Context: an optimization exercise on an open-source flow, tuned for small area, a short achievable clock period and few clock cycles per item. The choices shown serve that exercise and are no tape-out recipe.
Where RTL was checked, it was by simulation tests only, not by an equivalence proof against the original.
The RTL of runs 1 to 3 was laid out without a check of its function.
Power is estimated from default activity; no workload was simulated.

==> flow/design.v <==
module rot_stage #(
    parameter SH  = 1,
    parameter INV = 0
) (
    input  wire [63:0] d,
    input  wire        s,
    input  wire        sn,
    output wire [63:0] q
);
    wire [63:0] p = {d[SH-1:0], d[63:SH]};
    genvar i;
    generate
        for (i = 0; i < 64; i = i + 1) begin : g_b
            if (INV) begin : g_inv
                assign q[i] = ~((sn | p[i]) & (s | d[i]));
            end else begin : g_pos
                assign q[i] = (s & p[i]) | (sn & d[i]);
            end
        end
    endgenerate
endmodule
module mask_lut (
    input  wire [63:0] x,
    input  wire [63:0] b,
    input  wire [5:0]  lo,      
    input  wire [6:0]  hi,      
    input  wire [3:0]  lut,     
    output wire [63:0] r
);
    genvar i;
    generate
        for (i = 0; i < 64; i = i + 1) begin : g_bit
            wire m  = (i >= lo) & (i < hi);
            wire xm = x[i] & m;
            assign r[i] = lut[{xm, b[i]}];
        end
    endgenerate
endmodule
module popcount_a (
    input  wire [63:0] v,
    output wire [15:0] p
);
    wire s1 = v[0] ^ v[10] ^ v[11];
    wire c2 = (v[0] & v[10]) | (v[0] & v[11]) | (v[10] & v[11]);
    wire s3 = v[12] ^ v[13] ^ v[14];
    wire c4 = (v[12] & v[13]) | (v[12] & v[14]) | (v[13] & v[14]);
    wire s5 = v[15] ^ v[16] ^ v[17];
    wire c6 = (v[15] & v[16]) | (v[15] & v[17]) | (v[16] & v[17]);
    wire s7 = v[18] ^ v[19] ^ v[1];
    wire c8 = (v[18] & v[19]) | (v[18] & v[1]) | (v[19] & v[1]);
    wire s9 = v[20] ^ v[21] ^ v[22];
    wire c10 = (v[20] & v[21]) | (v[20] & v[22]) | (v[21] & v[22]);
    wire s11 = v[23] ^ v[24] ^ v[25];
    wire c12 = (v[23] & v[24]) | (v[23] & v[25]) | (v[24] & v[25]);
    wire s13 = v[26] ^ v[27] ^ v[28];
    wire c14 = (v[26] & v[27]) | (v[26] & v[28]) | (v[27] & v[28]);
    wire s15 = v[29] ^ v[2] ^ v[30];
    wire c16 = (v[29] & v[2]) | (v[29] & v[30]) | (v[2] & v[30]);
    wire s17 = v[31] ^ v[32] ^ v[33];
    wire c18 = (v[31] & v[32]) | (v[31] & v[33]) | (v[32] & v[33]);
    wire s19 = v[34] ^ v[35] ^ v[36];
    wire c20 = (v[34] & v[35]) | (v[34] & v[36]) | (v[35] & v[36]);
    wire s21 = v[37] ^ v[38] ^ v[39];
    wire c22 = (v[37] & v[38]) | (v[37] & v[39]) | (v[38] & v[39]);
    wire s23 = v[3] ^ v[40] ^ v[41];
    wire c24 = (v[3] & v[40]) | (v[3] & v[41]) | (v[40] & v[41]);
    wire s25 = v[42] ^ v[43] ^ v[44];
    wire c26 = (v[42] & v[43]) | (v[42] & v[44]) | (v[43] & v[44]);
    wire s27 = v[45] ^ v[46] ^ v[47];
    wire c28 = (v[45] & v[46]) | (v[45] & v[47]) | (v[46] & v[47]);
    wire s29 = v[48] ^ v[49] ^ v[4];
    wire c30 = (v[48] & v[49]) | (v[48] & v[4]) | (v[49] & v[4]);
    wire s31 = v[50] ^ v[51] ^ v[52];
    wire c32 = (v[50] & v[51]) | (v[50] & v[52]) | (v[51] & v[52]);
    wire s33 = v[53] ^ v[54] ^ v[55];
    wire c34 = (v[53] & v[54]) | (v[53] & v[55]) | (v[54] & v[55]);
    wire s35 = v[56] ^ v[57] ^ v[58];
    wire c36 = (v[56] & v[57]) | (v[56] & v[58]) | (v[57] & v[58]);
    wire s37 = v[59] ^ v[5] ^ v[60];
    wire c38 = (v[59] & v[5]) | (v[59] & v[60]) | (v[5] & v[60]);
    wire s39 = v[61] ^ v[62] ^ v[63];
    wire c40 = (v[61] & v[62]) | (v[61] & v[63]) | (v[62] & v[63]);
    wire s41 = v[6] ^ v[7] ^ v[8];
    wire c42 = (v[6] & v[7]) | (v[6] & v[8]) | (v[7] & v[8]);
    wire s43 = v[9] ^ s1 ^ s11;
    wire c44 = (v[9] & s1) | (v[9] & s11) | (s1 & s11);
    wire s45 = s13 ^ s15 ^ s17;
    wire c46 = (s13 & s15) | (s13 & s17) | (s15 & s17);
    wire s47 = s19 ^ s21 ^ s23;
    wire c48 = (s19 & s21) | (s19 & s23) | (s21 & s23);
    wire s49 = s25 ^ s27 ^ s29;
    wire c50 = (s25 & s27) | (s25 & s29) | (s27 & s29);
    wire s51 = s3 ^ s31 ^ s33;
    wire c52 = (s3 & s31) | (s3 & s33) | (s31 & s33);
    wire s53 = s35 ^ s37 ^ s39;
    wire c54 = (s35 & s37) | (s35 & s39) | (s37 & s39);
    wire s55 = s41 ^ s5 ^ s7;
    wire c56 = (s41 & s5) | (s41 & s7) | (s5 & s7);
    wire s57 = s9 ^ s43 ^ s45;
    wire c58 = (s9 & s43) | (s9 & s45) | (s43 & s45);
    wire s59 = s47 ^ s49 ^ s51;
    wire c60 = (s47 & s49) | (s47 & s51) | (s49 & s51);
    wire s61 = s53 ^ s55 ^ s57;
    wire c62 = (s53 & s55) | (s53 & s57) | (s55 & s57);
    wire s63 = c10 ^ c12 ^ c14;
    wire c64 = (c10 & c12) | (c10 & c14) | (c12 & c14);
    wire s65 = c16 ^ c18 ^ c2;
    wire c66 = (c16 & c18) | (c16 & c2) | (c18 & c2);
    wire s67 = c20 ^ c22 ^ c24;
    wire c68 = (c20 & c22) | (c20 & c24) | (c22 & c24);
    wire s69 = c26 ^ c28 ^ c30;
    wire c70 = (c26 & c28) | (c26 & c30) | (c28 & c30);
    wire s71 = c32 ^ c34 ^ c36;
    wire c72 = (c32 & c34) | (c32 & c36) | (c34 & c36);
    wire s73 = c38 ^ c4 ^ c40;
    wire c74 = (c38 & c4) | (c38 & c40) | (c4 & c40);
    wire s75 = c42 ^ c6 ^ c8;
    wire c76 = (c42 & c6) | (c42 & c8) | (c6 & c8);
    wire s77 = c44 ^ c46 ^ c48;
    wire c78 = (c44 & c46) | (c44 & c48) | (c46 & c48);
    wire s79 = c50 ^ c52 ^ c54;
    wire c80 = (c50 & c52) | (c50 & c54) | (c52 & c54);
    wire s81 = c56 ^ s63 ^ s65;
    wire c82 = (c56 & s63) | (c56 & s65) | (s63 & s65);
    wire s83 = s67 ^ s69 ^ s71;
    wire c84 = (s67 & s69) | (s67 & s71) | (s69 & s71);
    wire s85 = s73 ^ s75 ^ c58;
    wire c86 = (s73 & s75) | (s73 & c58) | (s75 & c58);
    wire s87 = c60 ^ s77 ^ s79;
    wire c88 = (c60 & s77) | (c60 & s79) | (s77 & s79);
    wire s89 = c64 ^ c66 ^ c68;
    wire c90 = (c64 & c66) | (c64 & c68) | (c66 & c68);
    wire s91 = c70 ^ c72 ^ c74;
    wire c92 = (c70 & c72) | (c70 & c74) | (c72 & c74);
    wire s93 = c76 ^ c78 ^ c80;
    wire c94 = (c76 & c78) | (c76 & c80) | (c78 & c80);
    wire s95 = c82 ^ c84 ^ s89;
    wire c96 = (c82 & c84) | (c82 & s89) | (c84 & s89);
    assign p = {c96, c94, c92, c90, s95, s93, c88, c86, s91, s87, s85, c62, s83, s81, s61, s59};
endmodule
module popcount_b (
    input  wire [15:0] p,
    output wire [6:0]  card
);
    wire s97 = p[2] ^ p[3] ^ p[4];
    wire c98 = (p[2] & p[3]) | (p[2] & p[4]) | (p[3] & p[4]);
    wire s99 = p[5] ^ p[6] ^ s97;
    wire c100 = (p[5] & p[6]) | (p[5] & s97) | (p[6] & s97);
    wire s101 = p[10] ^ p[11] ^ p[7];
    wire c102 = (p[10] & p[11]) | (p[10] & p[7]) | (p[11] & p[7]);
    wire s103 = p[8] ^ p[9] ^ c98;
    wire c104 = (p[8] & p[9]) | (p[8] & c98) | (p[9] & c98);
    wire s105 = s101 ^ c100 ^ s103;
    wire c106 = (s101 & c100) | (s101 & s103) | (c100 & s103);
    wire s107 = p[12] ^ p[13] ^ p[14];
    wire c108 = (p[12] & p[13]) | (p[12] & p[14]) | (p[13] & p[14]);
    wire s109 = p[15] ^ c102 ^ s107;
    wire c110 = (p[15] & c102) | (p[15] & s107) | (c102 & s107);
    wire s111 = c104 ^ s109 ^ c106;
    wire c112 = (c104 & s109) | (c104 & c106) | (s109 & c106);
    wire s113 = c108 ^ c110 ^ c112;
    wire c114 = (c108 & c110) | (c108 & c112) | (c110 & c112);
    wire [6:0] sum = {1'b0, {c114, s113, s111, s105, s99, p[0]}} + {1'b0, {1'b0, 1'b0, 1'b0, 1'b0, 1'b0, p[1]}};
    assign card = sum[6:0];
endmodule
module first_last (
    input  wire [63:0] v,
    output wire [5:0]  lo,         
    output wire [5:0]  hi,         
    output wire        nonempty    
);
    function automatic [5:0] lsb_idx(input [63:0] x);
        integer k;
        reg       v1 [0:31]; reg [0:0] i1 [0:31];
        reg       v2 [0:15]; reg [1:0] i2 [0:15];
        reg       v3 [0:7];  reg [2:0] i3 [0:7];
        reg       v4 [0:3];  reg [3:0] i4 [0:3];
        reg       v5 [0:1];  reg [4:0] i5 [0:1];
        begin
            for (k = 0; k < 32; k = k + 1) begin
                v1[k] = x[2*k] | x[2*k+1]; i1[k] = ~x[2*k];
            end
            for (k = 0; k < 16; k = k + 1) begin
                v2[k] = v1[2*k] | v1[2*k+1];
                i2[k] = v1[2*k] ? {1'b0, i1[2*k]} : {1'b1, i1[2*k+1]};
            end
            for (k = 0; k < 8; k = k + 1) begin
                v3[k] = v2[2*k] | v2[2*k+1];
                i3[k] = v2[2*k] ? {1'b0, i2[2*k]} : {1'b1, i2[2*k+1]};
            end
            for (k = 0; k < 4; k = k + 1) begin
                v4[k] = v3[2*k] | v3[2*k+1];
                i4[k] = v3[2*k] ? {1'b0, i3[2*k]} : {1'b1, i3[2*k+1]};
            end
            for (k = 0; k < 2; k = k + 1) begin
                v5[k] = v4[2*k] | v4[2*k+1];
                i5[k] = v4[2*k] ? {1'b0, i4[2*k]} : {1'b1, i4[2*k+1]};
            end
            lsb_idx = v5[0] ? {1'b0, i5[0]} : {1'b1, i5[1]};
        end
    endfunction
    function automatic [63:0] rev(input [63:0] x);
        integer k;
        for (k = 0; k < 64; k = k + 1) rev[k] = x[63-k];
    endfunction
    assign lo       = lsb_idx(v);
    assign hi       = ~lsb_idx(rev(v));    
    assign nonempty = |v;
endmodule
module bso_core #(
    parameter W = 64
) (
    input  wire         clk,
    input  wire         rst,           
    input  wire         req_valid,
    input  wire [39:0]  cmd,
    input  wire [W-1:0] a,
    input  wire [W-1:0] b,
    output reg          rsp_valid,
    output wire [W-1:0] rset,
    output wire [15:0]  rcnt,
    output reg          rflag,
    output reg  [1:0]   err
);
    localparam NP = 16;                
    localparam [1:0] ERR_OK = 2'd0, ERR_EMPTY_SET = 2'd1,
                     ERR_INVALID_RANGE = 2'd2, ERR_ILLEGAL_OP = 2'd3;
    wire [5:0]  opc = cmd[5:0];
    wire [1:0]  rsv = cmd[7:6];
    wire [15:0] n1  = cmd[23:8];
    wire [15:0] n2  = cmd[39:24];
    wire go = req_valid & ~rst;
    localparam [3:0] F_AND = 4'b1000, F_OR = 4'b1110, F_XOR = 4'b0110,
                     F_NOTX = 4'b0011, F_CLR = 4'b0100, F_X = 4'b1100,
                     F_BNX = 4'b0010;
    reg [3:0] f;
    reg       rot_r, rot_l, mk_shl, mk_shr, mk_ext, shift_op, test_op;
    reg       c_clz, c_ctz, c_card, c_min, c_max;
    reg       legal;
    always @(*) begin
        f = 4'b0000;
        rot_r = 1'b0; rot_l = 1'b0; mk_shl = 1'b0; mk_shr = 1'b0; mk_ext = 1'b0;
        shift_op = 1'b0; test_op = 1'b0;
        c_clz = 1'b0; c_ctz = 1'b0; c_card = 1'b0; c_min = 1'b0; c_max = 1'b0;
        legal = 1'b1;
        case (opc)
            6'h00, 6'h21:                 f = F_AND;
            6'h01, 6'h09, 6'h20, 6'h30:   f = F_OR;
            6'h02, 6'h0A, 6'h23, 6'h31:   f = F_XOR;
            6'h03, 6'h24:                 f = F_NOTX;
            6'h08, 6'h22, 6'h2F:          f = F_CLR;
            6'h04: begin f = F_X;   rot_l = 1'b1; mk_shl = 1'b1; shift_op = 1'b1; end
            6'h2B: begin f = F_OR;  rot_l = 1'b1; mk_shl = 1'b1; shift_op = 1'b1; end
            6'h05: begin f = F_X;   rot_r = 1'b1; mk_shr = 1'b1; shift_op = 1'b1; end
            6'h2C: begin f = F_AND; rot_r = 1'b1; mk_shr = 1'b1; shift_op = 1'b1; end
            6'h06: begin f = F_X;   rot_l = 1'b1; end
            6'h2D: begin f = F_CLR; rot_l = 1'b1; end
            6'h07: begin f = F_X;   rot_r = 1'b1; end
            6'h2E: begin f = F_XOR; rot_r = 1'b1; end
            6'h0B, 6'h32: begin f = F_X; rot_r = 1'b1; mk_ext = 1'b1; end
            6'h0C, 6'h33: c_clz = 1'b1;
            6'h0D, 6'h34: c_ctz = 1'b1;
            6'h27: c_card = 1'b1;
            6'h29: c_min = 1'b1;
            6'h2A: c_max = 1'b1;
            6'h25: begin f = F_CLR; test_op = 1'b1; end
            6'h26: begin f = F_BNX; test_op = 1'b1; end
            6'h28: begin f = F_X;   test_op = 1'b1; end
            default: legal = 1'b0;
        endcase
        if (rsv != 2'b00) legal = 1'b0;
    end
    wire n1big = |n1[15:6];                                
    wire n2big = |n2[15:6];                                
    wire [7:0] rsum = {1'b0, n1[6:0]} + {1'b0, n2[6:0]};
    wire ext_bad = (|n1[15:7]) | (|n2[15:7]) | rsum[7] | (rsum[6] & (|rsum[5:0]));
    wire [3:0] f_ok = f & {4{legal}};
    wire [3:0] lut1 = (shift_op & n1big) ? {f_ok[1:0], f_ok[1:0]} : f_ok;
    wire [5:0] n1lo = n1[5:0];
    wire [5:0] ramt = rot_r ? n1lo : rot_l ? (6'd0 - n1lo) : 6'd0;
    wire [5:0] lo1  = mk_shl ? n1lo : 6'd0;
    wire [6:0] hi1  = mk_shr ? (7'd64 - {1'b0, n1lo}) :
                      mk_ext ? (n2big ? 7'd64 : {1'b0, n2[5:0]}) : 7'd64;
    reg          v1_q;
    reg [W-1:0]  a_q, b_q;
    reg [5:0]    rs_q, rsn_q;              
    reg [5:0]    lo_q;
    reg [6:0]    hi_q;
    reg [3:0]    lut_q;
    reg          bad_q, ill_q, test1_q;
    reg          card1_q, clz_q, ctz_q, min_q, max_q;
    always @(posedge clk) begin
        v1_q    <= go;
        a_q     <= a;
        b_q     <= b;
        rs_q    <= ramt;
        rsn_q   <= ~ramt;
        lo_q    <= lo1;
        hi_q    <= hi1;
        lut_q   <= lut1;
        bad_q   <= legal & mk_ext & ext_bad;
        ill_q   <= ~legal;
        test1_q <= legal & test_op;
        card1_q <= legal & c_card;
        clz_q   <= legal & c_clz;
        ctz_q   <= legal & c_ctz;
        min_q   <= legal & c_min;
        max_q   <= legal & c_max;
    end
    wire [W-1:0] rb [0:6];
    assign rb[0] = a_q;
    genvar j;
    generate
        for (j = 0; j < 6; j = j + 1) begin : g_rb
            rot_stage #(.SH(1 << j), .INV(1)) st (
                .d(rb[j]), .s(rs_q[j]), .sn(rsn_q[j]), .q(rb[j+1]));
        end
    endgenerate
    wire [W-1:0] x = rb[6];                
    wire [W-1:0] r2;
    mask_lut ml (.x(x), .b(b_q), .lo(lo_q), .hi(hi_q), .lut(lut_q & {4{~bad_q}}), .r(r2));
    wire [5:0] fl_lo, fl_hi;
    wire       nonempty;
    first_last fl (.v(a_q), .lo(fl_lo), .hi(fl_hi), .nonempty(nonempty));
    wire [6:0] clz = nonempty ? {1'b0, ~fl_hi} : 7'd64;
    wire [6:0] ctz = nonempty ? {1'b0, fl_lo}  : 7'd64;
    wire [6:0] cv2 = ({7{clz_q}} & clz)
                   | ({7{ctz_q}} & ctz)
                   | ({7{min_q & nonempty}} & {1'b0, fl_lo})
                   | ({7{max_q & nonempty}} & {1'b0, fl_hi});
    wire empty = (min_q | max_q) & ~nonempty;
    wire [NP-1:0] pc2;
    popcount_a pca (.v(a_q), .p(pc2));
    reg          v2_q;
    reg [W-1:0]  r_q;
    reg [6:0]    cv_q;
    reg [NP-1:0] pc_q;
    reg          card_q, test_q;
    reg [1:0]    err2_q;
    always @(posedge clk) begin
        v2_q   <= v1_q & ~rst;               
        r_q    <= r2;
        cv_q   <= cv2;
        pc_q   <= pc2;
        card_q <= card1_q;
        test_q <= test1_q;
        err2_q <= ill_q ? ERR_ILLEGAL_OP : bad_q ? ERR_INVALID_RANGE :
                  empty ? ERR_EMPTY_SET : ERR_OK;
    end
    wire g3 = v2_q & ~rst;                   
    wire [6:0] card;
    popcount_b pcb (.p(pc_q), .card(card));
    wire [W-1:0] rset_d  = r_q & {W{g3 & ~test_q}};
    wire         rflag_d = g3 & test_q & ~|r_q;
    wire [6:0]   rcnt_d  = {7{g3}} & (card_q ? card : cv_q);
    wire [1:0]   err_d   = {2{g3}} & err2_q;
    reg [W-1:0] rset_q;
    reg [6:0]   rcnt_q;
    always @(posedge clk) begin
        rsp_valid <= g3;
        rset_q    <= rset_d;
        rcnt_q    <= rcnt_d;
        rflag     <= rflag_d;
        err       <= err_d;
    end
    assign rset = rset_q;
    assign rcnt = {9'd0, rcnt_q};
endmodule
==> flow/flow/run.sh <==
#!/bin/bash
# Standard layout, with plain buffers (sky130_fd_sc_hd__buf_1) on the ports
# instead of the delay buffers buffer_ports picks by default, and timing
# repair aimed at a 3.4 ns period (setup margin 8.6 ns on the 12 ns clock).
set -euo pipefail
export BUFFER_PORTS_ARGS="-buffer_cell sky130_fd_sc_hd__buf_1"
export SETUP_SLACK_MARGIN=8.6
bash standard.sh > standard.log 2>&1
==> flow/standard.sh <==
#!/bin/bash
# synth_recipe.tcl (not shown) runs the flow's synth.tcl, then flattens the netlist and writes it again
# the make line also repeats each setting of config.mk as NAME=value (left out here)
make -C /OpenROAD-flow-scripts/flow DESIGN_CONFIG=/design/flow/config.mk WORK_HOME=/design/flow/orfs CLKGATE_MAP_FILE= SYNTH_SCRIPT=/design/flow/synth_recipe.tcl "${@:-finish}"
==> flow/config.mk <==
export PLATFORM = sky130hd
export DESIGN_NAME = bso_core
export DESIGN_NICKNAME = bso_core
export VERILOG_FILES = /design/flow/design.v
export SDC_FILE = /design/flow/constraint.sdc
export NUM_CORES = 8
export LEC_CHECK = 0
export CAP_MARGIN = 20
export CORE_MARGIN = 2
export CORE_UTILIZATION = 40
export PLACE_DENSITY = 0.5
export SLEW_MARGIN = 20
==> flow/constraint.sdc <==
create_clock -name core_clock -period 12.0 [get_ports {clk}]
set_input_delay 2.4000 -clock core_clock [delete_from_list [all_inputs] [get_ports {clk}]]
set_output_delay 2.4000 -clock core_clock [all_outputs]
set_load 0.01 [all_outputs]
==> impl_results.rst, run 1 <==
.. list-table::
   :header-rows: 1

   * - Metric
     - Value
   * - Run status
     - timing/DRC/antenna clean
   * - End-of-flow core utilization
     - 0.4768
   * - Layout filler cell count
     - slightly above 4000
   * - Count of final setup violators
     - 0
   * - Clock latency on the worst-skew pair
     - approximately 0.56 ns
   * - HP Class
     - reg -> reg
   * - Storage element area
     - about 6700 um^2
   * - Number of antenna violations at the first check in global routing
     - 3
   * - Main area contributors after synthesis
     - sky130_fd_sc_hd__dfxtp_1 (39%), sky130_fd_sc_hd__o22ai_1 (14%), sky130_fd_sc_hd__mux4_2 (8.5%)
   * - GRT Util Overall
     - 0.2664
   * - Synth cell count leaders
     - sky130_fd_sc_hd__o22ai_1 (384), sky130_fd_sc_hd__dfxtp_1 (333), sky130_fd_sc_hd__clkbuf_1 (115), sky130_fd_sc_hd__nor2_1 (104)
   * - Post-route DRC
     - 0
   * - Worst endpoint data arrival time
     - a little under 4 ns
   * - Total detailed-routing wirelength
     - slightly above 60000 um
   * - Cell type with the highest aggregate area in the netlist
     - sky130_fd_sc_hd__dfxtp_1
   * - Clock transition at the registers of the reported paths
     - approximately 0.060 ns
   * - Syn_area_per_cell
     - 9.311 um^2
   * - Global placement routability congestion
     - 0.9786
   * - Sequential cell area fraction in the yosys report
     - 0.3910
   * - Reg2Reg Setup Slack
     - around 8.7 ns
   * - Average via count per standard cell
     - ~6.0
   * - Overall die width
     - approximately 210 um
   * - Total area of multi-input combinational cells
     - 9555 um^2
   * - Vertical die dimension
     - about 210 um
   * - Synthesized area
     - approximately 17000 um^2
   * - Port Buffer Count
     - 245
   * - VDD IR max
     - approximately 0.14 mV
   * - CTS tree
     - done
   * - Remaining antenna violation count
     - 0
   * - Cell Count, Final, Fillers Out
     - 2543
   * - Number of synthesis warnings
     - 22
   * - Final worst-path cycle share
     - 0.2933
   * - Worst slew margin relative to its limit
     - 0.2544
   * - Root buffer cell
     - sky130_fd_sc_hd__clkbuf_16
   * - Final-report max-slew violation count
     - 0
   * - Post-synthesis cell count
     - 1831
   * - Global-route wire length before repair
     - around 88000 um
   * - Per-cell routed wire length
     - about 24 um
   * - WS Path Type
     - in -> reg
   * - Pin count of the biggest net entering global routing
     - 65
   * - DR vias
     - approximately 15000
   * - Via count of the first global-routing pass
     - ~14000
   * - Count of unique library cells instantiated by Yosys
     - ~70
   * - Worst-margin pin slew
     - about 1.1 ns
   * - Placed insts
     - between 2000 and 2500
   * - Worst Setup Start Kind
     - input pin
   * - Starting density of the core
     - 0.4055
   * - Flip-flop and latch count after synthesis
     - between 300 and 400
   * - Maxcap violations
     - 0
   * - Number of iterations in the first detailed-routing pass
     - 5
   * - CTS H-Tree Depth
     - 2
   * - Clk buf depth
     - 3
   * - Die footprint
     - 44290 um^2
   * - Overall power of the completed layout
     - between 0.003 and 0.004 W
   * - Number of synthesized flops with an enable pin
     - 0
   * - Core Rows
     - 75
   * - DR iter-0 viols
     - approximately 1300
   * - Total overflow reported by the global router
     - 0
   * - I/O pin cnt
     - 255
   * - Diode insertion count for antenna repair
     - 0
   * - Final hold violations
     - 0
   * - Detail Placement HPWL
     - 46720 um
   * - Critical path endpoint category
     - flip-flop
   * - Tightest hold margin
     - about 0.32 ns
   * - CTS buffer count
     - 36
   * - Main synth FF type
     - sky130_fd_sc_hd__dfxtp_1
   * - Clock Skews
     - 0.02485 ns
   * - Final period demand of the worst path
     - around 3.5 ns
   * - Critical Path Fanout Max
     - 4
   * - Highest clock frequency the design can meet
     - 0.2841 GHz
   * - Core area
     - 42040 um^2
   * - CTS Hold Bufs
     - 0
   * - Pwr Density
     - about 160 nW/um^2
   * - Most used standard cell by instance count after synthesis
     - sky130_fd_sc_hd__o22ai_1
   * - Setup repair after global routing missed its margin
     - yes
   * - Share of the synthesized area in the top cell type
     - 0.3910
   * - P&R area growth vs syn
     - 17.57%
   * - Setup TNS Final
     - 0 ns
   * - Layout net count
     - approximately 2200
   * - Leak pwr
     - about 7.7 nW
   * - Clock net sink count
     - about 330
   * - Critical path required time
     - approximately 12 ns
   * - Ys async rst share
     - 0
   * - Ratio of cells with drive above 1 in the final layout
     - 0.1672
-- layout by cell type (no fill, tap or decap), drive strengths merged, types with 12 or more instances in the layout --
| master | netlist | routed |
|---|---|---|
| nor2 | 104 | 104 |
| o21ai | 52 | 52 |
| nand3 | 12 | 12 |
| ha | 26 | 26 |
| dfxtp | 333 | 333 |
| buf | 49 | 264 |
| mux2i | 16 | 16 |
| mux4 | 64 | 64 |
| nor4 | 25 | 25 |
| or2 | 12 | 12 |
| nand2b | 12 | 12 |
| fa | 58 | 58 |
| a21oi | 68 | 68 |
| nand4 | 14 | 14 |
| and2 | 81 | 81 |
| a221oi | 15 | 15 |
| nor3 | 35 | 35 |
| inv | 102 | 104 |
| o22ai | 384 | 384 |
| clkbuf | 115 | 54 |
| nand2 | 102 | 102 |
-- routing by layer --
layer | part of all wire | vias to the layer above | wire length, um | global-route usage
met1 | 0.47 | 7372 | 28580 | 0.4022
met3 | 0.073 | 73 | 4430 | 0.04455
met4 | 0.020 | 0 | 1181 | 0.06751
met2 | 0.43 | 626 | 26130 | 0.3945
li1 | - | 7128 | - | -
met5 | 0 | - | 0 | 0
-- logic make-up (layout without fill, tap and decap cells) --
kind of cell,after synthesis,count (layout),share of synthesized area
other,1,9,0.0002200
muxes,83,83,0.09593
adders and majority gates,84,84,0.08719
xor gates and xnor gates,13,13,0.006679
buffers and inverters,267,432,0.06187
and+or+nand+nor,443,443,0.1315
AOI/OAI and AO/OA,607,607,0.2255
DFF,333,333,0.3910
-- stage by stage --
stage	setup slack (ns)	area (um^2)
3_5_place_dp	7.442	18230
6_report	8.480	20040
4_1_cts	8.478	19760
3_3_place_gp	7.493	18230
2_1_floorplan	8.167	17240
5_1_grt	8.356	20040
-- critical path: stages --
cell                       delay, ns
sky130_fd_sc_hd__clkbuf_4       0.15
sky130_fd_sc_hd__inv_2          0.06
sky130_fd_sc_hd__fa_2           0.39
sky130_fd_sc_hd__inv_1          0.06
sky130_fd_sc_hd__a21o_1         0.11
sky130_fd_sc_hd__a21oi_2        0.06
sky130_fd_sc_hd__o21bai_1       0.16
sky130_fd_sc_hd__a21oi_2        0.08
sky130_fd_sc_hd__xnor2_1        0.19
sky130_fd_sc_hd__o31ai_2        0.10
sky130_fd_sc_hd__a311oi_1       0.21
-- power by group --
group / switching, W / internal, W / leakage [nW]
clock: 0.000447 / 0.000652 / 0.577
combinational: 0.000457 / 0.000351 / 4.38
sequential: 0.0000802 / 0.00117 / 2.76
-- final cells by class --
type | count | share of cell area
multi-input combinational | 1239 | 0.4767
clock inverter | 11 | 0.007179
sequential | 333 | 0.3364
clock buffer | 53 | 0.05213
timing repair buffer | 265 | 0.07366
inverter | 103 | 0.02023
tap | 539 | 0.03365
-- sequential cells by signal (all words and copies together), names as in the netlist, 2 cells and up --
register and flops:
a_q 64, b_q 64, cv_q 7, err 2, err2_q 2, hi_q 7
lo_q 6, lut_q 4, pc_q 16, r_q 64, rcnt_q 7, rs_q 6
rset_q 64, rsn_q 6
-- timing repair --
| action | CTS | global route |
|---|---|---|
| setup buffers | 4 | 6 |
| setup endpoints to repair | 113 | 46 |
| resized for setup | 142 | 57 |
| pin swaps | 14 | 5 |
-- path summary, 6_finish.rpt --
path / cells past startpoint / start / end
min reg2reg: 0 / test1_q$_DFF_P_ / test_q$_DFF_P_
max reg2reg: 7 / a_q[10]$_DFF_P_ / cv_q[1]$_DFF_P_
min: 0 / test1_q$_DFF_P_ / test_q$_DFF_P_
max: 11 / cmd[9] / bad_q$_DFF_P_
==> inputs of run 2 (changes only) <==
--- a/flow/config.mk
+++ b/flow/config.mk
@@ -7,6 +7,6 @@
 export LEC_CHECK = 0
 export CAP_MARGIN = 20
 export CORE_MARGIN = 2
-export CORE_UTILIZATION = 40
-export PLACE_DENSITY = 0.5
+export CORE_UTILIZATION = 25
+export PLACE_DENSITY = 0.35
 export SLEW_MARGIN = 20
==> run 2 against run 1 <==
  * Cell count is 13% higher
  * Synthesized area stayed put
  * Sequential power hardly changed
  * Critical path type unchanged
  * Cell area is 2.6% higher
  * Count of clock-buffer cells in the layout is 1 lower
==> impl_results.rst, run 2 <==
.. list-table::
   :header-rows: 1

   * - Metric
     - Value
   * - Met3 capacity usage during global routing
     - 0.03981 (was 0.04455)
   * - Critical path required time
     - 12.42 ns (was 12.46 ns)
   * - Pwr Density
     - 159.1 nW/um^2 (was 157.5 nW/um^2)
   * - Number of iterations in the first detailed-routing pass
     - 5 (unchanged)
   * - Core Rows
     - 95 (was 75)
   * - Number of synthesis warnings
     - 22 (unchanged)
   * - Total detailed-routing wirelength
     - 69260 um (was 60310 um)
   * - Ratio of cells with drive above 1 in the final layout
     - 0.1711 (was 0.1672)
   * - Commonest non-fill, non-tap cell in the layout
     - sky130_fd_sc_hd__o22ai_1 (unchanged)
   * - I/O pin cnt
     - 255 (unchanged)
   * - Worst endpoint data arrival time
     - 3.89 ns (was 3.98 ns)
   * - P&R area growth vs syn
     - 20.68% (was 17.57%)
   * - Flip-flop and latch count after synthesis
     - 333 (unchanged)
   * - Source of the worst register-to-register timing path
     - rs_q[0]$_DFF_P_ (was a_q[10]$_DFF_P_)
   * - Setup TNS Final
     - 0 ns (unchanged)
   * - Port Buffer Count
     - 245 (unchanged)
   * - Number of antenna violations at the first check in global routing
     - 5 (was 3)
   * - Syn_area_per_cell
     - 9.311 um^2 (unchanged)
   * - Worst slew margin relative to its limit
     - 0.2459 (was 0.2544)
   * - Highest clock frequency the design can meet
     - 0.2886 GHz (was 0.2841 GHz)
   * - Global-route wire length before repair
     - 99880 um (was 88290 um)
   * - Clock net sink count
     - 333 (unchanged)
   * - Die footprint
     - 70290 um^2 (was 44290 um^2)
   * - HP Class
     - reg -> reg (unchanged)
   * - CTS buffer count
     - 39 (was 36)
   * - Critical Path Fanout Max
     - 4 (unchanged)
   * - Met2 track demand over resource in global routing
     - 0.2934 (was 0.3945)
   * - Run status
     - timing/DRC/antenna clean (unchanged)
   * - Met1 usage
     - 0.2726 (was 0.4022)
   * - Root buffer cell
     - sky130_fd_sc_hd__clkbuf_16 (unchanged)
   * - Post-synthesis cell count
     - 1831 (unchanged)
   * - Via count of the first global-routing pass
     - 14794 (was 14103)
   * - Reg2Reg Setup Slack
     - 8.64 ns (was 8.73 ns)
   * - Share of the synthesized area in the top cell type
     - 0.3910 (unchanged)
   * - Worst Hold Path Cells
     - 0 (unchanged)
   * - Pin count of the biggest net entering global routing
     - 65 (unchanged)
   * - Detail Placement HPWL
     - 54270 um (was 46720 um)
   * - Main synth FF type
     - sky130_fd_sc_hd__dfxtp_1 (unchanged)
   * - Final period demand of the worst path
     - 3.465 ns (was 3.520 ns)
   * - Average via count per standard cell
     - 5.221 (was 5.977)
   * - Maxcap violations
     - 0 (unchanged)
   * - Leak pwr
     - 7.810 nW (was 7.725 nW)
   * - Synthesized area
     - 17050 um^2 (unchanged)
   * - Layout net count
     - 2241 (was 2233)
   * - Vertical die dimension
     - 265.1 um (was 210.4 um)
   * - Ys async rst share
     - 0 (unchanged)
   * - Worst Setup Start Kind
     - input pin (unchanged)
   * - Per-cell routed wire length
     - 24.00 um (was 23.72 um)
   * - Most used routing layer in global routing
     - met2 (was met1)
   * - Origin of the worst min-delay path
     - test1_q$_DFF_P_ (unchanged)
   * - Starting density of the core
     - 0.2529 (was 0.4055)
   * - CTS Hold Bufs
     - 0 (unchanged)
   * - Clk buf depth
     - 3 (unchanged)
   * - Reg-to-reg critical path endpoint
     - r_q[13]$_DFF_P_ (was cv_q[1]$_DFF_P_)
   * - Clock Skews
     - 0.02743 ns (was 0.02485 ns)
   * - Final worst-path cycle share
     - 0.2888 (was 0.2933)
   * - Global placement routability congestion
     - 0.8951 (was 0.9786)
   * - Worst-margin pin slew
     - 1.131 ns (was 1.118 ns)
   * - VDD IR max
     - 0.08490 mV (was 0.1366 mV)
   * - Post-route DRC
     - 0 (unchanged)
   * - Main area contributors after synthesis
     - sky130_fd_sc_hd__dfxtp_1 (39%), sky130_fd_sc_hd__o22ai_1 (14%), sky130_fd_sc_hd__mux4_2 (8.5%) (unchanged)
   * - Setup repair after global routing missed its margin
     - yes (unchanged)
   * - Count of final setup violators
     - 0 (unchanged)
   * - CTS H-Tree Depth
     - 2 (unchanged)
   * - Clock latency on the worst-skew pair
     - 0.58 ns (was 0.56 ns)
   * - Worst Reg-to-Reg Cells
     - 9 (was 7)
   * - Most frequent cells in the layout
     - sky130_fd_sc_hd__o22ai_1 (384), sky130_fd_sc_hd__dfxtp_1 (286), sky130_fd_sc_hd__buf_1 (159) (was sky130_fd_sc_hd__o22ai_1 (384), sky130_fd_sc_hd__dfxtp_1 (282), sky130_fd_sc_hd__buf_1 (159))
   * - Number of synthesized flops with an enable pin
     - 0 (unchanged)
   * - DR iter-0 viols
     - 1134 (was 1332)
   * - WS Path Type
     - in -> reg (unchanged)
   * - Count of unique library cells instantiated by Yosys
     - 71 (unchanged)
   * - CTS tree
     - done (unchanged)
   * - DR vias
     - 15068 (was 15199)
   * - Overall die width
     - 265.1 um (was 210.4 um)
   * - Total overflow reported by the global router
     - 0 (unchanged)
   * - Core area
     - 67400 um^2 (was 42040 um^2)
   * - End point of the worst hold path
     - test_q$_DFF_P_ (unchanged)
   * - Clock transition at the registers of the reported paths
     - 0.06 ns (about the same)
   * - Final-report max-slew violation count
     - 0 (unchanged)
   * - Synth cell count leaders
     - sky130_fd_sc_hd__o22ai_1 (384), sky130_fd_sc_hd__dfxtp_1 (333), sky130_fd_sc_hd__clkbuf_1 (115), sky130_fd_sc_hd__nor2_1 (104) (unchanged)
   * - Overall power of the completed layout
     - 0.003273 W (was 0.003157 W)
   * - Final hold violations
     - 0 (unchanged)
   * - Sequential cell area fraction in the yosys report
     - 0.3910 (unchanged)
   * - Remaining antenna violation count
     - 0 (unchanged)
   * - Most used standard cell by instance count after synthesis
     - sky130_fd_sc_hd__o22ai_1 (unchanged)
   * - Cell type with the highest aggregate area in the netlist
     - sky130_fd_sc_hd__dfxtp_1 (unchanged)
   * - GRT Util Overall
     - 0.1910 (was 0.2664)
   * - Critical path endpoint category
     - flip-flop (unchanged)
==> run 2: repair_timing <==
action / in CTS / in global routing
resized for setup: 148 / 55
setup buffers: 9 / 5
endpoints found under the setup margin: 124 / 103
pin swaps: 9 / 6
==> run 2: cell families after synthesis <==
kind of cell	count (synthesis)	share of synthesized area
flops	333	0.3910
simple gates	443	0.1315
mux	83	0.09593
buf+inv	267	0.06187
fa+ha+maj	84	0.08719
compound gates	607	0.2255
xor+xnor	13	0.006679
other cells	1	0.0002200
==> run 2: critical path: stages <==
cell and delay [ns]:
sky130_fd_sc_hd__buf_4 0.13, sky130_fd_sc_hd__ha_1 0.28, sky130_fd_sc_hd__a21o_1 0.19, sky130_fd_sc_hd__a21oi_2 0.18, sky130_fd_sc_hd__o21bai_1 0.10, sky130_fd_sc_hd__a21oi_2 0.18
sky130_fd_sc_hd__xnor2_1 0.10, sky130_fd_sc_hd__o31ai_2 0.21, sky130_fd_sc_hd__a311oi_1 0.12
==> run 2: worst max path at each step <==
stage | from | to | slack, ns | cells past startpoint
floorplan | cmd[8] | bad_q$_DFF_P_ | 8.17 | 11
global placement | cmd[3] | rs_q[2]$_DFF_P_ | 7.36 | 8
detailed placement | cmd[3] | rs_q[2]$_DFF_P_ | 7.35 | 8
CTS | cmd[24] | bad_q$_DFF_P_ | 8.50 | 12
global route | cmd[24] | bad_q$_DFF_P_ | 8.43 | 12
finish | cmd[9] | bad_q$_DFF_P_ | 8.53 | 9
==> run 2: metal layers <==
layer / part of all wire / wire (um)
met2: 0.44 / 30730
met4: 0.022 / 1523
met1: 0.48 / 33120
met5: 0.00019 / 13
met3: 0.056 / 3870
==> run 2: cell type report <==
cell class	count	area [um^2]
fill	7079	46820
inverter	103	406.6
clock inverter	14	191.4
multi-input combinational	1239	9548
timing repair buffer	270	1511
clock buffer	52	1085
antenna	2	5.005
sequential	333	6733
tap	873	1092
==> run 2: report_power, final <==
part	switching [W]	leakage, nW	internal (W)
clock network	0.000486	0.625	0.000702
registers	0.0000816	2.76	0.00117
logic	0.000478	4.42	0.000355
total	0.00105	7.81	0.00223
==> run 2: stage by stage <==
step	setup WS [ns]	std cells	cell area [um^2]	hold slack [ns]	utilization
2_1_floorplan	8.167	1839	17240	0.3096	-
3_3_place_gp	7.362	2804	18660	0.3155	0.2769
3_5_place_dp	7.354	2804	18670	0.3374	0.2770
4_1_cts	8.497	2879	20320	0.3519	0.3016
5_1_grt	8.426	2884	20570	0.3610	0.3052
6_report	8.535	2886	20570	0.3470	0.3052
==> inputs of run 3 (changes only) <==
==> flow/flow/run.sh (replaced) <==
#!/bin/bash
# Standard layout, with plain buffers (sky130_fd_sc_hd__buf_1) on the ports
# instead of the delay buffers buffer_ports picks by default.
set -euo pipefail
export BUFFER_PORTS_ARGS="-buffer_cell sky130_fd_sc_hd__buf_1"
bash standard.sh > standard.log 2>&1
==> run 3 against run 2 <==
  * Synthesized cell count is the same
  * Power increased by 1.7%
  * Die area stayed put
  * Via count decreased by 0.62%
  * First-iteration DRC count down 5.5%
  * Clock skew down 0.0061 ns
  * Sequential share of layout area increased by 0.66 points
  * Synthesized area stayed put
  * Count of clock-buffer cells in the layout fell by 8
  * Non-clock buffer count shrank 6
  * Register-to-register slack worse by 0.13 ns
  * Largest cell class unchanged
  * Highest routed layer unchanged
==> impl_results.rst, run 3 <==
.. list-table::
   :header-rows: 1

   * - Metric
     - Value
   * - Fraction of power consumed by the clock network
     - 0.381 (was 0.363)
   * - End of the critical path
     - rs_q[2]$_DFF_P_ (was bad_q$_DFF_P_)
   * - Number of synthesis warnings
     - 22 (unchanged)
   * - Main synth FF type
     - sky130_fd_sc_hd__dfxtp_1 (unchanged)
   * - Cell type with the highest aggregate area in the netlist
     - sky130_fd_sc_hd__dfxtp_1 (unchanged)
   * - Root buffer cell
     - sky130_fd_sc_hd__clkbuf_16 (unchanged)
   * - Standard cell area after detailed placement
     - 18600 um^2 (was 18670 um^2)
   * - Number of gates given a new drive strength after cts
     - 0 (was 148)
   * - Leak pwr
     - 7.365 nW (was 7.810 nW)
   * - Share of the synthesized area in the top cell type
     - 0.3910 (unchanged)
   * - Count of final setup violators
     - 0 (unchanged)
   * - Synth cell count leaders
     - sky130_fd_sc_hd__o22ai_1 (384), sky130_fd_sc_hd__dfxtp_1 (333), sky130_fd_sc_hd__clkbuf_1 (115), sky130_fd_sc_hd__nor2_1 (104) (unchanged)
   * - Commonest non-fill, non-tap cell in the layout
     - sky130_fd_sc_hd__o22ai_1 (unchanged)
   * - Number of iterations in the first detailed-routing pass
     - 8 (was 5)
   * - Remaining antenna violation count
     - 0 (unchanged)
   * - Ys async rst share
     - 0 (unchanged)
   * - VDD IR max
     - 0.1447 mV (was 0.08490 mV)
   * - Pin count of the biggest net entering global routing
     - 65 (unchanged)
   * - Number of cells on the critical path
     - 7 (was 9)
   * - I/O pin cnt
     - 255 (unchanged)
   * - Setup TNS Final
     - 0 ns (unchanged)
   * - Core area
     - 67400 um^2 (unchanged)
   * - Most used standard cell by instance count after synthesis
     - sky130_fd_sc_hd__o22ai_1 (unchanged)
   * - Maxcap violations
     - 0 (unchanged)
   * - Detail Placement HPWL
     - 53100 um (was 54270 um)
   * - Worst Reg-to-Reg Cells
     - 9 (unchanged)
   * - Vertical die dimension
     - 265.1 um (unchanged)
   * - WS Path Type
     - in -> reg (unchanged)
   * - Source of the worst register-to-register timing path
     - rsn_q[0]$_DFF_P_ (was rs_q[0]$_DFF_P_)
   * - Average via count per standard cell
     - 5.196 (was 5.221)
   * - Setup bufs post-CTS
     - 0 (was 9)
   * - Per-cell routed wire length
     - 23.54 um (was 24.00 um)
   * - Worst Setup Start Kind
     - input pin (unchanged)
   * - DR iter-0 viols
     - 1072 (was 1134)
   * - Layout filler cell count
     - 7166 (was 7079)
   * - Clock net sink count
     - 333 (unchanged)
   * - Cell internal power dissipation
     - 0.002272 W (was 0.002227 W)
   * - P&R area growth vs syn
     - 17.48% (was 20.68%)
   * - Switching pwr
     - 0.001058 W (was 0.001046 W)
   * - Via count of the first global-routing pass
     - 14918 (was 14794)
   * - Number of antenna violations at the first check in global routing
     - 6 (was 5)
   * - Final period demand of the worst path
     - 4.199 ns (was 3.465 ns)
   * - CTS buffer count
     - 40 (was 39)
   * - CTS Hold Bufs
     - 0 (unchanged)
   * - Sequential cell area fraction in the yosys report
     - 0.3910 (unchanged)
   * - Post-synthesis cell count
     - 1831 (unchanged)
   * - Worst endpoint data arrival time
     - 4.64 ns (was 3.89 ns)
   * - Count of unique library cells instantiated by Yosys
     - 71 (unchanged)
   * - CTS tree
     - done (unchanged)
   * - Main area contributors after synthesis
     - sky130_fd_sc_hd__dfxtp_1 (39%), sky130_fd_sc_hd__o22ai_1 (14%), sky130_fd_sc_hd__mux4_2 (8.5%) (unchanged)
   * - Reg-to-reg critical path endpoint
     - r_q[13]$_DFF_P_ (unchanged)
   * - Ratio of cells with drive above 1 in the final layout
     - 0.09462 (was 0.1711)
   * - Clock Skews
     - 0.02137 ns (was 0.02743 ns)
   * - Worst path max stage delay
     - 0.60 ns (was 0.28 ns)
   * - DR vias
     - 14975 (was 15068)
   * - Run status
     - timing/DRC/antenna clean (unchanged)
   * - Critical Path Fanout Max
     - 15 (was 4)
   * - Critical path endpoint category
     - flip-flop (unchanged)
   * - CP Cell Sequence
     - buf_1 > clkinv_1 > nand2_1 > a21boi_1 > o21ai_0 > a22oi_1 > inv_1 (was buf_4 > ha_1 > a21o_1 > a21oi_2 > o21bai_1 > a21oi_2 > xnor2_1 > o31ai_2 > a311oi_1)
   * - Total overflow reported by the global router
     - 0 (unchanged)
   * - Part of the power in registers
     - 0.371 (was 0.382)
   * - Starting density of the core
     - 0.2529 (unchanged)
   * - Highest clock frequency the design can meet
     - 0.2382 GHz (was 0.2886 GHz)
   * - Port Buffer Count
     - 245 (unchanged)
   * - Total detailed-routing wirelength
     - 67850 um (was 69260 um)
   * - Core Rows
     - 95 (unchanged)
   * - Clock transition at the registers of the reported paths
     - 0.06 ns (about the same)
   * - Number of synthesized flops with an enable pin
     - 0 (unchanged)
   * - Placed insts
     - 2810 (was 2804)
   * - Pwr Density
     - 166.3 nW/um^2 (was 159.1 nW/um^2)
   * - Final-report max-slew violation count
     - 0 (unchanged)
   * - Post-route setup slack
     - 7.801 ns (was 8.535 ns)
   * - Overall power of the completed layout
     - 0.003330 W (was 0.003273 W)
   * - Worst slew margin relative to its limit
     - 0.3421 (was 0.2459)
   * - Top Family by Delay on Critical Path
     - compound AO/OA/AOI/OAI gates (unchanged)
   * - HP Class
     - reg -> reg (unchanged)
   * - Die footprint
     - 70290 um^2 (unchanged)
   * - CTS H-Tree Depth
     - 2 (unchanged)
   * - Syn_area_per_cell
     - 9.311 um^2 (unchanged)
   * - Sw Ratio
     - 0.3177 (was 0.3197)
   * - Clock latency on the worst-skew pair
     - 0.57 ns (was 0.58 ns)
   * - GRT Util Overall
     - 0.1877 (was 0.1910)
   * - Clk buf depth
     - 3 (unchanged)
   * - Area of all placed cells without fillers
     - 20030 um^2 (was 20570 um^2)
   * - Highest-delay cell along the critical path
     - sky130_fd_sc_hd__a21boi_1 (was sky130_fd_sc_hd__ha_1)
   * - Synthesized area
     - 17050 um^2 (unchanged)
   * - Count of buffer and inverter cells on the critical path
     - 3 (was 1)
   * - Global-route wire length before repair
     - 98520 um (was 99880 um)
   * - Final hold violations
     - 0 (unchanged)
   * - Share of total power in combinational logic
     - 0.247 (was 0.254)
   * - Final worst-path cycle share
     - 0.3499 (was 0.2888)
   * - Overall die width
     - 265.1 um (unchanged)
   * - Worst Setup Slack post-DPL
     - 7.244 ns (was 7.354 ns)
   * - Layout net count
     - 2236 (was 2241)
   * - Reg2Reg Setup Slack
     - 8.51 ns (was 8.64 ns)
   * - Worst setup startpoint
     - cmd[2] (was cmd[9])
   * - Setup repair after global routing missed its margin
     - no (was yes)
   * - Critical path required time
     - 12.44 ns (was 12.42 ns)
   * - Global placement routability congestion
     - 0.9031 (was 0.8951)
   * - Most frequent cells in the layout
     - sky130_fd_sc_hd__o22ai_1 (384), sky130_fd_sc_hd__dfxtp_1 (321), sky130_fd_sc_hd__buf_1 (245) (was sky130_fd_sc_hd__o22ai_1 (384), sky130_fd_sc_hd__dfxtp_1 (286), sky130_fd_sc_hd__buf_1 (159))
   * - Flip-flop and latch count after synthesis
     - 333 (unchanged)
   * - Cell Count, Final, Fillers Out
     - 2882 (was 2886)
   * - Worst-margin pin slew
     - 0.9868 ns (was 1.131 ns)
   * - Post-route DRC
     - 0 (unchanged)
-- run 3: cell types whose count changed in the layout (fill, tap and decap cells not counted), sizes merged --
cell / before / now
diode: 2 / 1
clkinvlp: 1 / 3
inv: 104 / 105
bufinv: 3 / 6
clkbuf: 53 / 44
buf: 269 / 264
clkinv: 9 / 14
-- run 3: routing by layer --
metal	GRT usage	routed length, um	vias to the layer above
met1	0.2597	31060	7222
met5	0	43	-
met2	0.2926	30270	523
met3	0.04027	4487	90
met4	0.05680	1984	6
li1	-	-	7134
-- run 3: logic make-up after synthesis --
logic type	share of synthesized area
xor+xnor	0.006679
mux	0.09593
buf+inv	0.06187
compound gates	0.2255
fa+ha+maj	0.08719
flops	0.3910
other cells	0.0002200
simple gates	0.1315
-- run 3: power groups by stage --
stage	logic, W	clock network, W	registers [W]
6_report	0.000824	0.00127	0.00124
5_1_grt	0.000916	0.00135	0.00124
4_1_cts	0.000826	0.00131	0.00124
3_5_place_dp	0.000822	0	0.00126
3_3_place_gp	0.000816	0	0.00126
2_1_floorplan	0.000584	0	0.00123
-- run 3: area by class of cell --
class / instances / area (um^2) / area share
Multi-Input combinational cell: 1239 / 9394 / 0.4691
Sequential cell: 333 / 6686 / 0.3339
Tap cell: 873 / 1092 / 0.05454
Timing Repair Buffer: 264 / 1087 / 0.05429
Clock buffer: 44 / 1036 / 0.05173
Inverter: 103 / 386.6 / 0.01931
Clock inverter: 25 / 341.6 / 0.01706
Antenna cell: 1 / 2.502 / 0.0001250
-- run 3: how the worst min path moves through the flow --
stage | startpoint | end | slack, ns | depth (start not counted)
2_1_floorplan | card1_q$_DFF_P_ | card_q$_DFF_P_ | 0.31 | 0
3_3_place_gp | card1_q$_DFF_P_ | card_q$_DFF_P_ | 0.32 | 0
3_5_place_dp | card1_q$_DFF_P_ | card_q$_DFF_P_ | 0.32 | 0
4_1_cts | card1_q$_DFF_P_ | card_q$_DFF_P_ | 0.33 | 0
5_1_grt | card1_q$_DFF_P_ | card_q$_DFF_P_ | 0.33 | 0
6_report | card1_q$_DFF_P_ | card_q$_DFF_P_ | 0.33 | 0
-- run 3: through the flow --
stage / hold WS (ns) / utilization
floorplan: 0.3096 / -
finish: 0.3251 / 0.2972
CTS: 0.3313 / 0.2964
global route: 0.3281 / 0.2971
global placement: 0.3216 / 0.2760
detailed placement: 0.3212 / 0.2760
-- run 3: worst reg2reg max path: cells and delay by family, from the launching register on --
kind / cells / cell delay (ns)
AOI/OAI and AO/OA: 6 / 1.64
buffers and inverters: 1 / 0.47
DFF: 1 / 0.34
muxes: 1 / 0.35
and+or+nand+nor: 1 / 0.57
==> inputs of run 4 (changes only) <==
--- a/flow/design.v
+++ b/flow/design.v
@@ -271,23 +271,21 @@
         if (rsv != 2'b00) legal = 1'b0;
     end
     wire n1big = |n1[15:6];                                
-    wire n2big = |n2[15:6];                                
-    wire [7:0] rsum = {1'b0, n1[6:0]} + {1'b0, n2[6:0]};
-    wire ext_bad = (|n1[15:7]) | (|n2[15:7]) | rsum[7] | (rsum[6] & (|rsum[5:0]));
+    wire nbig  = (|n1[15:7]) | (|n2[15:7]);                
     wire [3:0] f_ok = f & {4{legal}};
     wire [3:0] lut1 = (shift_op & n1big) ? {f_ok[1:0], f_ok[1:0]} : f_ok;
     wire [5:0] n1lo = n1[5:0];
     wire [5:0] ramt = rot_r ? n1lo : rot_l ? (6'd0 - n1lo) : 6'd0;
     wire [5:0] lo1  = mk_shl ? n1lo : 6'd0;
     wire [6:0] hi1  = mk_shr ? (7'd64 - {1'b0, n1lo}) :
-                      mk_ext ? (n2big ? 7'd64 : {1'b0, n2[5:0]}) : 7'd64;
+                      mk_ext ? n2[6:0] : 7'd64;          
     reg          v1_q;
     reg [W-1:0]  a_q, b_q;
     reg [5:0]    rs_q, rsn_q;              
     reg [5:0]    lo_q;
     reg [6:0]    hi_q;
     reg [3:0]    lut_q;
-    reg          bad_q, ill_q, test1_q;
+    reg          ext_q, big_q, n1b6_q, ill_q, test1_q;
     reg          card1_q, clz_q, ctz_q, min_q, max_q;
     always @(posedge clk) begin
         v1_q    <= go;
@@ -298,7 +296,9 @@
         lo_q    <= lo1;
         hi_q    <= hi1;
         lut_q   <= lut1;
-        bad_q   <= legal & mk_ext & ext_bad;
+        ext_q   <= legal & mk_ext;
+        big_q   <= nbig;
+        n1b6_q  <= n1[6];
         ill_q   <= ~legal;
         test1_q <= legal & test_op;
         card1_q <= legal & c_card;
@@ -307,6 +307,8 @@
         min_q   <= legal & c_min;
         max_q   <= legal & c_max;
     end
+    wire [7:0] rsum = {1'b0, n1b6_q, rs_q} + {1'b0, hi_q};
+    wire bad_q = ext_q & (big_q | rsum[7] | (rsum[6] & (|rsum[5:0])));
     wire [W-1:0] rb [0:6];
     assign rb[0] = a_q;
     genvar j;
@@ -317,8 +319,8 @@
         end
     endgenerate
     wire [W-1:0] x = rb[6];                
-    wire [W-1:0] r2;
-    mask_lut ml (.x(x), .b(b_q), .lo(lo_q), .hi(hi_q), .lut(lut_q & {4{~bad_q}}), .r(r2));
+    wire [W-1:0] rn2;
+    mask_lut ml (.x(x), .b(b_q), .lo(lo_q), .hi(hi_q), .lut(~(lut_q & {4{~bad_q}})), .r(rn2));
     wire [5:0] fl_lo, fl_hi;
     wire       nonempty;
     first_last fl (.v(a_q), .lo(fl_lo), .hi(fl_hi), .nonempty(nonempty));
@@ -332,14 +334,14 @@
     wire [NP-1:0] pc2;
     popcount_a pca (.v(a_q), .p(pc2));
     reg          v2_q;
-    reg [W-1:0]  r_q;
+    reg [W-1:0]  rn_q;
     reg [6:0]    cv_q;
     reg [NP-1:0] pc_q;
     reg          card_q, test_q;
     reg [1:0]    err2_q;
     always @(posedge clk) begin
         v2_q   <= v1_q & ~rst;               
-        r_q    <= r2;
+        rn_q   <= rn2;
         cv_q   <= cv2;
         pc_q   <= pc2;
         card_q <= card1_q;
@@ -350,8 +352,8 @@
     wire g3 = v2_q & ~rst;                   
     wire [6:0] card;
     popcount_b pcb (.p(pc_q), .card(card));
-    wire [W-1:0] rset_d  = r_q & {W{g3 & ~test_q}};
-    wire         rflag_d = g3 & test_q & ~|r_q;
+    wire [W-1:0] rset_d  = ~(rn_q | {W{~(g3 & ~test_q)}});
+    wire         rflag_d = g3 & test_q & (&rn_q);
     wire [6:0]   rcnt_d  = {7{g3}} & (card_q ? card : cv_q);
     wire [1:0]   err_d   = {2{g3}} & err2_q;
     reg [W-1:0] rset_q;
==> flow/flow/run.sh (replaced) <==
#!/bin/bash
# Standard layout, with plain buffers (sky130_fd_sc_hd__buf_1) on the ports
# instead of the delay buffers buffer_ports picks by default, and timing
# repair aimed at a 3.4 ns period (setup margin 8.6 ns on the 12 ns clock).
set -euo pipefail
export BUFFER_PORTS_ARGS="-buffer_cell sky130_fd_sc_hd__buf_1"
export SETUP_SLACK_MARGIN=8.6
bash standard.sh > standard.log 2>&1
--- a/flow/config.mk
+++ b/flow/config.mk
@@ -8,5 +8,7 @@
 export CAP_MARGIN = 20
 export CORE_MARGIN = 2
 export CORE_UTILIZATION = 25
+export CTS_CLUSTER_DIAMETER = 100
+export CTS_CLUSTER_SIZE = 30
 export PLACE_DENSITY = 0.35
 export SLEW_MARGIN = 20
==> run 4 against run 3 <==
  * Sequential cell count grew 2
  * Non-clock buffer count is 15 higher
  * Sequential share of layout area increased by 0.18 points
  * Clock power shrank 35%
  * Critical path type is now reg -> out
  * Largest cell class unchanged
==> impl_results.rst, run 4 <==
.. list-table::
   :header-rows: 1

   * - Metric
     - Value
   * - Part of the power in registers
     - 0.418 (was 0.371)
   * - Share of the synthesized area in compound gates (AO/OA/AOI/OAI)
     - 0.2347 (was 0.2255)
   * - Clock transition at the registers of the reported paths
     - 0.10 ns (was 0.06 ns)
   * - CTS tree
     - done (unchanged)
   * - WL met2
     - 33240 um (was 30270 um)
   * - Post-route setup slack
     - 8.559 ns (was 7.801 ns)
   * - Pin count of the biggest net entering global routing
     - 67 (was 65)
   * - GRT Util Overall
     - 0.1896 (was 0.1877)
   * - Share of total power in combinational logic
     - 0.306 (was 0.247)
   * - Overall power of the completed layout
     - 0.002981 W (was 0.003330 W)
   * - Worst endpoint data arrival time
     - 1.04 ns (was 4.64 ns)
   * - Layout net count
     - 2223 (was 2236)
   * - I/O pin cnt
     - 255 (unchanged)
   * - Placed insts
     - 2801 (was 2810)
   * - Final hold violations
     - 0 (unchanged)
   * - Top layer reached by signal wires
     - met5 (unchanged)
   * - Count of buffer and inverter cells on the critical path
     - 1 (was 3)
   * - Ys async rst share
     - 0 (unchanged)
   * - Pwr Density
     - 147.2 nW/um^2 (was 166.3 nW/um^2)
   * - Met3 routed WL
     - 3333 um (was 4487 um)
   * - Leak pwr
     - 7.441 nW (was 7.365 nW)
   * - Top Family by Delay on Critical Path
     - flip-flops (was compound AO/OA/AOI/OAI gates)
   * - Highest-delay cell along the critical path
     - sky130_fd_sc_hd__dfxtp_2 (was sky130_fd_sc_hd__a21boi_1)
   * - Die footprint
     - 69930 um^2 (was 70290 um^2)
   * - Clk buf depth
     - 3 (unchanged)
   * - CP Cell Sequence
     - buf_6 (was buf_1 > clkinv_1 > nand2_1 > a21boi_1 > o21ai_0 > a22oi_1 > inv_1)
   * - VDD IR max
     - 0.1360 mV (was 0.1447 mV)
   * - CTS buffer count
     - 20 (was 40)
   * - Number of antenna violations at the first check in global routing
     - 3 (was 6)
   * - Main area contributors after synthesis
     - sky130_fd_sc_hd__dfxtp_1 (40%), sky130_fd_sc_hd__o22ai_1 (14%), sky130_fd_sc_hd__mux4_2 (8.5%) (was sky130_fd_sc_hd__dfxtp_1 (39%), sky130_fd_sc_hd__o22ai_1 (14%), sky130_fd_sc_hd__mux4_2 (8.5%))
   * - Number of iterations in the first detailed-routing pass
     - 5 (was 8)
   * - DR vias
     - 15133 (was 14975)
   * - Count of unique library cells instantiated by Yosys
     - 71 (unchanged)
   * - Via count of the first global-routing pass
     - 14730 (was 14918)
   * - Syn_area_per_cell
     - 9.322 um^2 (was 9.311 um^2)
   * - Post-synthesis cell count
     - 1819 (was 1831)
   * - Combinational family with the most area after synthesis
     - compound AO/OA/AOI/OAI gates (unchanged)
   * - Fraction of power consumed by the clock network
     - 0.276 (was 0.381)
   * - Final worst-path cycle share
     - 0.2868 (was 0.3499)
   * - P&R area growth vs syn
     - 19.43% (was 17.48%)
   * - Switching pwr
     - 0.001055 W (was 0.001058 W)
   * - Cell internal power dissipation
     - 0.001926 W (was 0.002272 W)
   * - Worst-margin pin slew
     - 1.131 ns (was 0.9868 ns)
   * - Critical path endpoint category
     - output port (was flip-flop)
   * - WS Path Type
     - reg -> out (was in -> reg)
   * - Detail Placement HPWL
     - 53480 um (was 53100 um)
   * - DR iter-0 viols
     - 1017 (was 1072)
   * - Layout filler cell count
     - 7070 (was 7166)
   * - Commonest non-fill, non-tap cell in the layout
     - sky130_fd_sc_hd__o22ai_1 (unchanged)
   * - Global-route wire length before repair
     - 99910 um (was 98520 um)
   * - Final-report max-slew violation count
     - 0 (unchanged)
   * - Per-cell routed wire length
     - 24.35 um (was 23.54 um)
   * - Port Buffer Count
     - 245 (unchanged)
   * - Cell Count, Final, Fillers Out
     - 2854 (was 2882)
   * - Maxcap violations
     - 0 (unchanged)
   * - Remaining antenna violation count
     - 0 (unchanged)
   * - Number of synthesis warnings
     - 22 (unchanged)
   * - Post-synthesis share of cell area spent on and, or, nand and nor gates
     - 0.1203 (was 0.1315)
   * - Run status
     - timing/DRC/antenna clean (unchanged)
   * - Clock Skews
     - 0.03199 ns (was 0.02137 ns)
   * - Number of synthesized flops with an enable pin
     - 0 (unchanged)
   * - Clock latency on the worst-skew pair
     - 0.58 ns (was 0.57 ns)
   * - Overall die width
     - 264.4 um (was 265.1 um)
   * - Setup repair after global routing missed its margin
     - yes (was no)
   * - Adder-cell area share of the yosys netlist
     - 0.08766 (was 0.08719)
   * - Highest clock frequency the design can meet
     - 0.2906 GHz (was 0.2382 GHz)
   * - Total overflow reported by the global router
     - 0 (unchanged)
   * - Average via count per standard cell
     - 5.302 (was 5.196)
   * - Setup TNS Final
     - 0 ns (unchanged)
   * - Critical Path Fanout Max
     - 1 (was 15)
   * - Synthesized area
     - 16960 um^2 (was 17050 um^2)
   * - Vertical die dimension
     - 264.4 um (was 265.1 um)
   * - Post-route DRC
     - 0 (unchanged)
   * - Global placement routability congestion
     - 0.9101 (was 0.9031)
   * - Post-Synth XOR/XNOR Area
     - 0.004648 (was 0.006679)
   * - Most used standard cell by instance count after synthesis
     - sky130_fd_sc_hd__o22ai_1 (unchanged)
   * - Clock net sink count
     - 335 (was 333)
   * - Worst Setup Start Kind
     - flip-flop (was input pin)
   * - Share of the synthesized area in the top cell type
     - 0.3955 (was 0.3910)
   * - Worst slew margin relative to its limit
     - 0.2462 (was 0.3421)
   * - Flip-flop and latch count after synthesis
     - 335 (was 333)
   * - Ratio of cells with drive above 1 in the final layout
     - 0.1681 (was 0.09462)
   * - Root buffer cell
     - sky130_fd_sc_hd__clkbuf_16 (unchanged)
   * - Final period demand of the worst path
     - 3.441 ns (was 4.199 ns)
   * - Total detailed-routing wirelength
     - 69500 um (was 67850 um)
   * - Core Rows
     - 95 (unchanged)
   * - Sw Ratio
     - 0.3539 (was 0.3177)
   * - Worst path max stage delay
     - 0.36 ns (was 0.60 ns)
   * - Diode insertion count for antenna repair
     - 0 (was 1)
   * - Sequential cell area fraction in the yosys report
     - 0.3955 (was 0.3910)
   * - Mux share of post-synthesis cell area
     - 0.09393 (was 0.09593)
   * - Starting density of the core
     - 0.2525 (was 0.2529)
   * - Synth cell count leaders
     - sky130_fd_sc_hd__o22ai_1 (386), sky130_fd_sc_hd__dfxtp_1 (335), sky130_fd_sc_hd__nor2_1 (155), sky130_fd_sc_hd__inv_1 (111), sky130_fd_sc_hd__clkbuf_1 (101) (was sky130_fd_sc_hd__o22ai_1 (384), sky130_fd_sc_hd__dfxtp_1 (333), sky130_fd_sc_hd__clkbuf_1 (115), sky130_fd_sc_hd__nor2_1 (104))
   * - Critical path required time
     - 9.60 ns (was 12.44 ns)
   * - HP Class
     - reg -> reg (unchanged)
   * - Main synth FF type
     - sky130_fd_sc_hd__dfxtp_1 (unchanged)
   * - Count of final setup violators
     - 0 (unchanged)
   * - Most frequent cells in the layout
     - sky130_fd_sc_hd__o22ai_1 (386), sky130_fd_sc_hd__dfxtp_1 (274), sky130_fd_sc_hd__buf_1 (164) (was sky130_fd_sc_hd__o22ai_1 (384), sky130_fd_sc_hd__dfxtp_1 (321), sky130_fd_sc_hd__buf_1 (245))
   * - Worst Setup Slack post-DPL
     - 7.322 ns (was 7.244 ns)
   * - Cell type with the highest aggregate area in the netlist
     - sky130_fd_sc_hd__dfxtp_1 (unchanged)
   * - Core area
     - 67160 um^2 (was 67400 um^2)
   * - CTS H-Tree Depth
     - 1 (was 2)
   * - Routed metal-1 wire length
     - 31290 um (was 31060 um)
==> run 4: changes by cell type after synthesis, moves of 13 or more <==
cell,previous run,this run
sky130_fd_sc_hd__nand3_1,12,30
sky130_fd_sc_hd__nor2_1,104,155
sky130_fd_sc_hd__a21oi_1,67,51
sky130_fd_sc_hd__clkbuf_1,115,101
sky130_fd_sc_hd__and2_1,80,11
sky130_fd_sc_hd__nor4_1,25,12
==> run 4: layer usage <==
metal,track usage,up-vias
met3,0.02072,65
met1,0.2616,7479
li1,-,7112
met4,0.04177,2
met2,0.3189,475
met5,0,-
==> run 4: cell families after synthesis <==
group	count (synthesis)
XOR/XNOR	9
AO/OA/AOI/OAI	613
flip-flops	335
multiplexers	79
AND/OR/NAND/NOR	427
buffers and inverters	271
adder cells (fa/ha/maj)	84
other	1
==> run 4: repair_timing <==
| action | 4_1_cts | 5_1_grt |
|---|---|---|
| endpoints found under the setup margin | 210 | 160 |
| cloned | 1 | 4 |
| gates resized for setup | 170 | 79 |
| hold buffers | 0 | 0 |
| pin swaps | 3 | 8 |
| buffers inserted | 3 | 10 |
==> run 4: worst paths after layout <==
check | slack (ns) | depth (start not counted) | to | startpoint
max | 8.56 | 1 | rset[4] | rset_q[4]$_DFF_P_
min | 0.34 | 0 | test_q$_DFF_P_ | test1_q$_DFF_P_
max reg2reg | 8.72 | 12 | rn_q[26]$_DFF_P_ | rs_q[0]$_DFF_P_
min reg2reg | 0.34 | 0 | test_q$_DFF_P_ | test1_q$_DFF_P_
==> run 4: through the flow <==
stage	utilization	instance area (um^2)	hold slack, ns
floorplan	-	17110	0.3096
global placement	0.2765	18570	0.3148
detailed placement	0.2765	18570	0.3164
CTS	0.2944	19770	0.3405
global route	0.3016	20250	0.3456
finish	0.3016	20250	0.3402
==> run 4: area by class of cell <==
cell class              instances  area [um^2]  area share
multi-input cells            1221         9387      0.4635
repair buffers                279         1800     0.08890
well taps                     873         1092     0.05393
clock inverters                13        202.7     0.01001
flip-flops and latches        335         6798      0.3356
inverters                     111        434.2     0.02144
clock buffers                  22        539.3     0.02663
==> run 4: power groups by stage <==
stage / registers [W] / clock network (W) / logic [W]
after floorplan: 0.00123 / 0 / 0.000597
after global placement: 0.00127 / 0 / 0.000889
after detailed placement: 0.00127 / 0 / 0.000889
after CTS: 0.00125 / 0.000858 / 0.000898
after global routing: 0.00125 / 0.000894 / 0.00102
final: 0.00125 / 0.000822 / 0.000913
Testbench counts of run 4, summed over its fixed seeds: cycles 64,032, items 64,000.

port drivers added, routing unchanged:
The results above use ideal ports. As a check the final layouts listed here were re-extracted and re-timed, cells and wires unchanged. Step 1, drivers: a clkbuf_16 drives clk and a buf_2 each remaining input, both assumed. Step 2 times the ports against the registers' clock, not the clock port: input delays grow and output delays shrink by t, the midpoint of the rising clock arrivals with the driver on. a / b / c = no drivers / after step 1 / after step 2; a / b = the first two.
run | shift t [ns] | setup slack, ns | clock arrival spread, ns | slew at the worst register clock pin (ns)
run 1 | 0.603 | 8.480 / 8.510 / 7.906 | 0.025 / 0.025 | 0.06 / 0.06
run 2 | 0.619 | 8.535 / 8.532 / 7.936 | 0.028 / 0.027 | 0.07 / 0.07
run 3 | 0.626 | 7.801 / 7.838 / 7.212 | 0.021 / 0.022 | 0.07 / 0.07
run 4 | 0.628 | 8.559 / 8.494 / 8.099 | 0.032 / 0.032 | 0.12 / 0.12
After both steps setup and hold are still met in every run listed. The setup slack of run 2, which loses most, moves by -0.003 ns with the drivers and by -0.599 ns with both steps.
